Context: an optimization exercise on an open-source flow, tuned for a short achievable clock period. The choices shown serve that exercise and are no tape-out recipe.
Where RTL was checked, it was by simulation tests only, not by an equivalence proof against the original.
Power is estimated from default activity; no workload was simulated.

==> run A: inputs <==
Design smc, start of the top module:
module smc (
    input             clk,
    input             rst,
    input      [7:2]  bus_addr,
    input             bus_we,
    input             bus_re,
    input      [31:0] bus_wdata,
    output reg [31:0] bus_rdata,
    output            busy,
    output     [4:0]  step,
    output     [4:0]  dir,
    output     [4:0]  en,
    output            tp_start,
    output     [31:0] tp_period,
    output            tp_stop,
    input             tp_tick,
    input             es_pos,
    input             es_neg
);
    localparam [1:0] PH_IDLE = 2'd0, PH_STEP = 2'd1, PH_WAIT = 2'd2;
    localparam [2:0] ACT_NONE = 3'd0, ACT_MV3 = 3'd1, ACT_MVR = 3'd2, ACT_MVE = 3'd3;
    localparam [2:0] RES_NONE = 3'd0, RES_DONE = 3'd1, RES_ABORTED = 3'd2,
                     RES_REJECTED = 3'd3, RES_ILLEGAL = 3'd4;
    localparam [5:0] A_CMD = 6'h00, A_STATUS = 6'h01, A_PERIOD = 6'h02,
                     A_FMASK = 6'h03, A_OUT = 6'h04;
    localparam [5:0] A_REQ0 = 6'h08, A_CUR0 = 6'h10;
    localparam RZ = 3, E = 4;
    reg [159:0] req;         
    reg [159:0] cur;         
    reg [31:0]  period;
    reg [1:0]   fmask;       
    reg [4:0]   out_step;
    reg [4:0]   out_dir;
    reg [4:0]   out_en;
    reg [1:0]   ph;
    reg [2:0]   act;
    reg [2:0]   result;
    reg         err, cal, esp, esn;
    reg         tick, tprun;
    reg [31:0]  tpper;
    reg         tp_start_q, tp_stop_q;
    reg [159:0] dabs;        
    reg [4:0]   dzero;       
    reg         first;       
    reg         upd;         
    reg [2:0]   dom;         
    reg [31:0]  dm;          
    reg [101:0] acc;         
    reg [31:0]  cnt;         
    reg         zero;        
    assign busy      = (ph != PH_IDLE);
    assign step      = out_step;
    assign dir       = out_dir;
    assign en        = out_en;
    assign tp_start  = tp_start_q;
    assign tp_stop   = tp_stop_q;
    assign tp_period = tpper;
    wire [31:0] status = {17'd0, act, ph, tick, tprun, esn, esp, cal, err, result, busy};
    always @* begin
        bus_rdata = 32'd0;
        if (bus_re) begin
  ...
make LEC_CHECK=0 ABC_CLOCK_PERIOD_IN_PS=5000 CAP_MARGIN=20 CORE_MARGIN=2 CORE_UTILIZATION=40 PLACE_DENSITY=0.6 SETUP_SLACK_MARGIN=5 SLEW_MARGIN=20 finish   # period 14.0 ns
run.sh (not shown) runs the stock make flow with config.mk's settings and CLKGATE_MAP_FILE= SYNTH_SCRIPT=/design/flow/synth_recipe.tcl, a recipe that flattens the netlist after the stock synthesis.
==> inputs of run Y, as changes to run A <==
--- a/flow/design.v
+++ b/flow/design.v
@@ -42,14 +42,13 @@
     reg [159:0] dabs;        
     reg [4:0]   dzero;       
     reg         first;       
     reg         upd;         
     reg [2:0]   dom;         
-    reg [31:0]  dm;          
-    reg [101:0] acc;         
-    reg [31:0]  cnt;         
-    reg         zero;        
+    reg [203:0] acc;         
+    reg [159:0] cnt;         
+    reg [4:0]   zf;          
     assign busy      = (ph != PH_IDLE);
     assign step      = out_step;
     assign dir       = out_dir;
     assign en        = out_en;
     assign tp_start  = tp_start_q;
@@ -86,11 +85,11 @@
         for (g = 0; g < 5; g = g + 1) begin : g_delta
             wire [31:0] r = req[32*g +: 32];
             wire [31:0] c = (g == RZ) ? 32'd0 : cur[32*g +: 32];
             wire [32:0] d_rc = {r[31], r} - {c[31], c};
             wire [32:0] d_cr = {c[31], c} - {r[31], r};
-            assign dpos[g]            = $signed(r) > $signed(c);
+            assign dpos[g]            = {~r[31], r[30:0]} > {~c[31], c[30:0]};
             assign dabs_n[32*g +: 32] = d_rc[32] ? d_cr[31:0] : d_rc[31:0];
             assign dzero_n[g]         = (r == c);
         end
     endgenerate
     wire [31:0] dx = dabs[0  +: 32];
@@ -98,30 +97,44 @@
     wire [31:0] dz = dabs[64 +: 32];
     wire ge_xy = dx >= dy;
     wire ge_xz = dx >= dz;
     wire ge_yz = dy >= dz;
     wire [2:0] dom_i = (ge_xy && ge_xz) ? 3'b001 : ge_yz ? 3'b010 : 3'b100;
-    wire [31:0] dm_i = dom_i[0] ? dx : dom_i[1] ? dy : dz;
-    wire [33:0] two_x = {1'b0, dx, 1'b0};
-    wire [33:0] two_y = {1'b0, dy, 1'b0};
-    wire [33:0] two_z = {1'b0, dz, 1'b0};
-    wire [33:0] p_xy = two_x - {2'b00, dy};
-    wire [33:0] p_xz = two_x - {2'b00, dz};
-    wire [33:0] p_yx = two_y - {2'b00, dx};
-    wire [33:0] p_yz = two_y - {2'b00, dz};
-    wire [33:0] p_zx = two_z - {2'b00, dx};
-    wire [33:0] p_zy = two_z - {2'b00, dy};
-    wire [33:0] a0_i = dom_i[0] ? {2'b00, dx} : dom_i[1] ? p_xy : p_xz;
-    wire [33:0] a1_i = dom_i[0] ? p_yx : dom_i[1] ? {2'b00, dy} : p_yz;
-    wire [33:0] a2_i = dom_i[0] ? p_zx : dom_i[1] ? p_zy : {2'b00, dz};
-    wire [101:0] acc_i = {a2_i, a1_i, a0_i};
-    wire [2:0] tm_first = dom_i | {~a2_i[33], ~a1_i[33], ~a0_i[33]};
-    wire [2:0] tm_next  = dom   | {~acc[101], ~acc[67], ~acc[33]};
+    wire [203:0] p_init;
+    wire [203:0] acc_upd;
+    genvar q;
+    generate
+        for (q = 0; q < 6; q = q + 1) begin : g_pair
+            localparam integer PI = q / 2;
+            localparam integer PJ = (q == 0) ? 1 : (q == 1) ? 2 : (q == 2) ? 0 :
+                                    (q == 3) ? 2 : (q == 4) ? 0 : 1;
+            wire [33:0] two_di = {1'b0, dabs[32*PI +: 32], 1'b0};
+            wire [33:0] two_dj = {1'b0, dabs[32*PJ +: 32], 1'b0};
+            wire [33:0] a      = acc[34*q +: 34];
+            assign p_init[34*q +: 34]  = two_di - {2'b00, dabs[32*PJ +: 32]};
+            assign acc_upd[34*q +: 34] = a + two_di - (a[33] ? 34'd0 : two_dj);
+        end
+    endgenerate
+    wire [5:0] s_init, s_next;
+    generate
+        for (q = 0; q < 6; q = q + 1) begin : g_sign
+            assign s_init[q] = ~p_init[34*q+33];
+            assign s_next[q] = ~acc[34*q+33];
+        end
+    endgenerate
+    wire [2:0] tm_first = dom_i | {(dom_i[0] & s_init[4]) | (dom_i[1] & s_init[5]),
+                                   (dom_i[0] & s_init[2]) | (dom_i[2] & s_init[3]),
+                                   (dom_i[1] & s_init[0]) | (dom_i[2] & s_init[1])};
+    wire [2:0] tm_next  = dom   | {(dom[0] & s_next[4]) | (dom[1] & s_next[5]),
+                                   (dom[0] & s_next[2]) | (dom[2] & s_next[3]),
+                                   (dom[1] & s_next[0]) | (dom[2] & s_next[1])};
     wire [2:0] tm3      = first ? tm_first : tm_next;
+    wire zero_sel = (act == ACT_MV3) ? |(dom & zf[2:0]) :
+                    (act == ACT_MVR) ? zf[RZ] : zf[E];
     wire mv_done = first ? ((act == ACT_MV3) ? &dzero[2:0] :
                             (act == ACT_MVR) ? dzero[RZ] : dzero[E])
-                         : zero;
+                         : zero_sel;
     wire [3:0] op  = bus_wdata[3:0];
     wire [4:0] axm = bus_wdata[8:4];
     wire cmd_illegal = (|bus_wdata[31:9]) ||
                        (op != 4'h4 && axm != 5'd0) ||
                        (op == 4'h0) || (op >= 4'h8);
@@ -133,12 +146,13 @@
     reg [2:0]   act_n, result_n;
     reg         err_n, cal_n, esp_n, esn_n, tick_n, tprun_n;
     reg         tp_start_n, tp_stop_n;
     reg         first_n, upd_n, zero_n;
     reg [2:0]   dom_n;
-    reg [31:0]  dm_n, cnt_n;
-    reg [101:0] acc_n;
+    reg [159:0] cnt_n;
+    reg [4:0]   zf_n;
+    reg [203:0] acc_n;
     integer     i;
     always @* begin
         req_n      = req;
         cur_n      = cur;
         period_n   = period;
@@ -159,20 +173,19 @@
         tp_start_n = 1'b0;
         tp_stop_n  = 1'b0;
         first_n    = first;
         upd_n      = 1'b0;
         dom_n      = dom;
-        dm_n       = dm;
         cnt_n      = cnt;
-        zero_n     = zero;
+        zf_n       = zf;
         acc_n      = acc;
         if (upd) begin
-            cnt_n  = cnt - 32'd1;
-            zero_n = (cnt == 32'd1);
-            for (i = 0; i < 3; i = i + 1)
-                acc_n[34*i +: 34] = acc[34*i +: 34] + {1'b0, dabs[32*i +: 32], 1'b0}
-                                    - (acc[34*i+33] ? 34'd0 : {1'b0, dm, 1'b0});
+            for (i = 0; i < 5; i = i + 1) begin
+                cnt_n[32*i +: 32] = cnt[32*i +: 32] - 32'd1;
+                zf_n[i]           = (cnt[32*i +: 32] == 32'd1);
+            end
+            acc_n = acc_upd;
         end
         if (ph == PH_IDLE) begin
             if (bus_we) begin
                 case (bus_addr)
                     A_PERIOD: period_n = bus_wdata;
@@ -280,14 +293,12 @@
                         out_step_n[RZ] = ~out_step[RZ];
                     else
                         out_step_n[E] = ~out_step[E];
                     if (first) begin
                         dom_n = dom_i;
-                        dm_n  = dm_i;
-                        acc_n = acc_i;
-                        cnt_n = (act == ACT_MV3) ? dm_i :
-                                (act == ACT_MVR) ? dabs[32*RZ +: 32] : dabs[32*E +: 32];
+                        acc_n = p_init;
+                        cnt_n = dabs;
                     end
                     first_n = 1'b0;
                     upd_n   = 1'b1;
                     ph_n    = PH_WAIT;
                 end
@@ -330,14 +341,13 @@
             tp_start_q <= 1'b0;
             tp_stop_q  <= 1'b0;
             first      <= 1'b0;
             upd        <= 1'b0;
             dom        <= 3'd0;
-            dm         <= 32'd0;
-            acc        <= 102'd0;
-            cnt        <= 32'd0;
-            zero       <= 1'b0;
+            acc        <= 204'd0;
+            cnt        <= 160'd0;
+            zf         <= 5'd0;
         end else begin
             req        <= req_n;
             cur        <= cur_n;
             period     <= period_n;
             tpper      <= tpper_n;
@@ -357,12 +367,11 @@
             tp_start_q <= tp_start_n;
             tp_stop_q  <= tp_stop_n;
             first      <= first_n;
             upd        <= upd_n;
             dom        <= dom_n;
-            dm         <= dm_n;
             acc        <= acc_n;
             cnt        <= cnt_n;
-            zero       <= zero_n;
+            zf         <= zf_n;
         end
     end
 endmodule
==> flow/flow/run.sh (new file) <==
#!/bin/bash
set -euo pipefail
cd "$(dirname "$0")/.."
bash standard.sh SETUP_SLACK_MARGIN=8 finish > make_finish.log 2>&1
==> flow/standard.sh (new file) <==
#!/bin/bash
# synth_recipe.tcl (not shown) runs the flow's synth.tcl, then flattens the netlist and writes it again
# the make line also repeats each setting of config.mk as NAME=value (left out here)
make -C /OpenROAD-flow-scripts/flow DESIGN_CONFIG=/design/flow/config.mk WORK_HOME=/design/flow/orfs CLKGATE_MAP_FILE= SYNTH_SCRIPT=/design/flow/synth_recipe.tcl "${@:-finish}"
- ABC_CLOCK_PERIOD_IN_PS: 5000 -> default
- SETUP_SLACK_MARGIN: 5 -> default
removed: flow/run.sh
==> qor summary <==
item                                                                              run A                    run Y
Worst Tran Pin Value                                                            1260 ps                  1250 ps
Compound-gate portion of the synthesized area                                     0.272                    0.250
DR vias                                                                           64543                    79663
Arr. time, crit path                                                            6230 ps                  4820 ps
Status                                                          complete, no violations  complete, no violations
Longest individual stage delay on the worst path                                 660 ps                   350 ps
Share of the core filled with cells in the final layout                           0.446                    0.450
Synthesized flop and latch total                                                    750                      949
Clock net sink count                                                                750                      949
Relative contribution of the clock network to total power                         0.271                    0.307
Layout cells sized above 1                                                       0.0542                   0.0618
Gate power share                                                                  0.490                    0.444
Cell count after synthesis                                                         8467                    10494
Number of standard cells in the final layout excluding fillers                    10529                    13180
Largest net degree at the start of global routing                                   154                      210
Pre-CTS WS                                                                      4380 ps                  4790 ps
Worst R2R End                                                                   acc[32]                 dabs[60]
TritonCTS Buffers                                                                    93                      116
Area taken by multi-input logic gates                                       44100 sq um              55100 sq um
Standard-cell rows                                                                  146                      163
Maximum fanout encountered on the critical timing path                               11                        7
Buffer share of cell area                                                        0.0366                   0.0344
Worst setup slack for register-to-register paths                                6630 ps                  8130 ps
Met1 wire length                                                              129000 um                152000 um
No functional check of the RTL was part of run A.

## what the ideal ports hide
The results above use ideal ports. As a check the final layouts listed here were re-extracted and re-timed, cells and wires unchanged. Step 1, drivers: a clkbuf_16 drives clk and a buf_2 each remaining input, both assumed. Step 2 moves the port delays by t, midway between the first and last clock arrival at a register: inputs arrive t later, outputs are due t later. That takes back most of the time a late clock gives input paths. Three values: ideal ports, drivers, drivers and shift; two values: the first two.
| run | t (ns) | setup WS [ns] | hold slack, ns | worst data-port slew with drivers (ns) |
|---|---|---|---|---|
| run A | 0.805 | 4.973 / 4.942 / 4.942 | 0.453 / 0.453 / 0.453 | 0.09 |
| run Y | 0.881 | 6.375 / 6.324 / 6.324 | 0.450 / 0.450 / 0.450 | 0.12 |
After both steps every run listed still meets setup and hold. For run Y, which loses most, drivers alone change the setup slack by -0.051 ns; drivers and shift together by -0.051 ns.
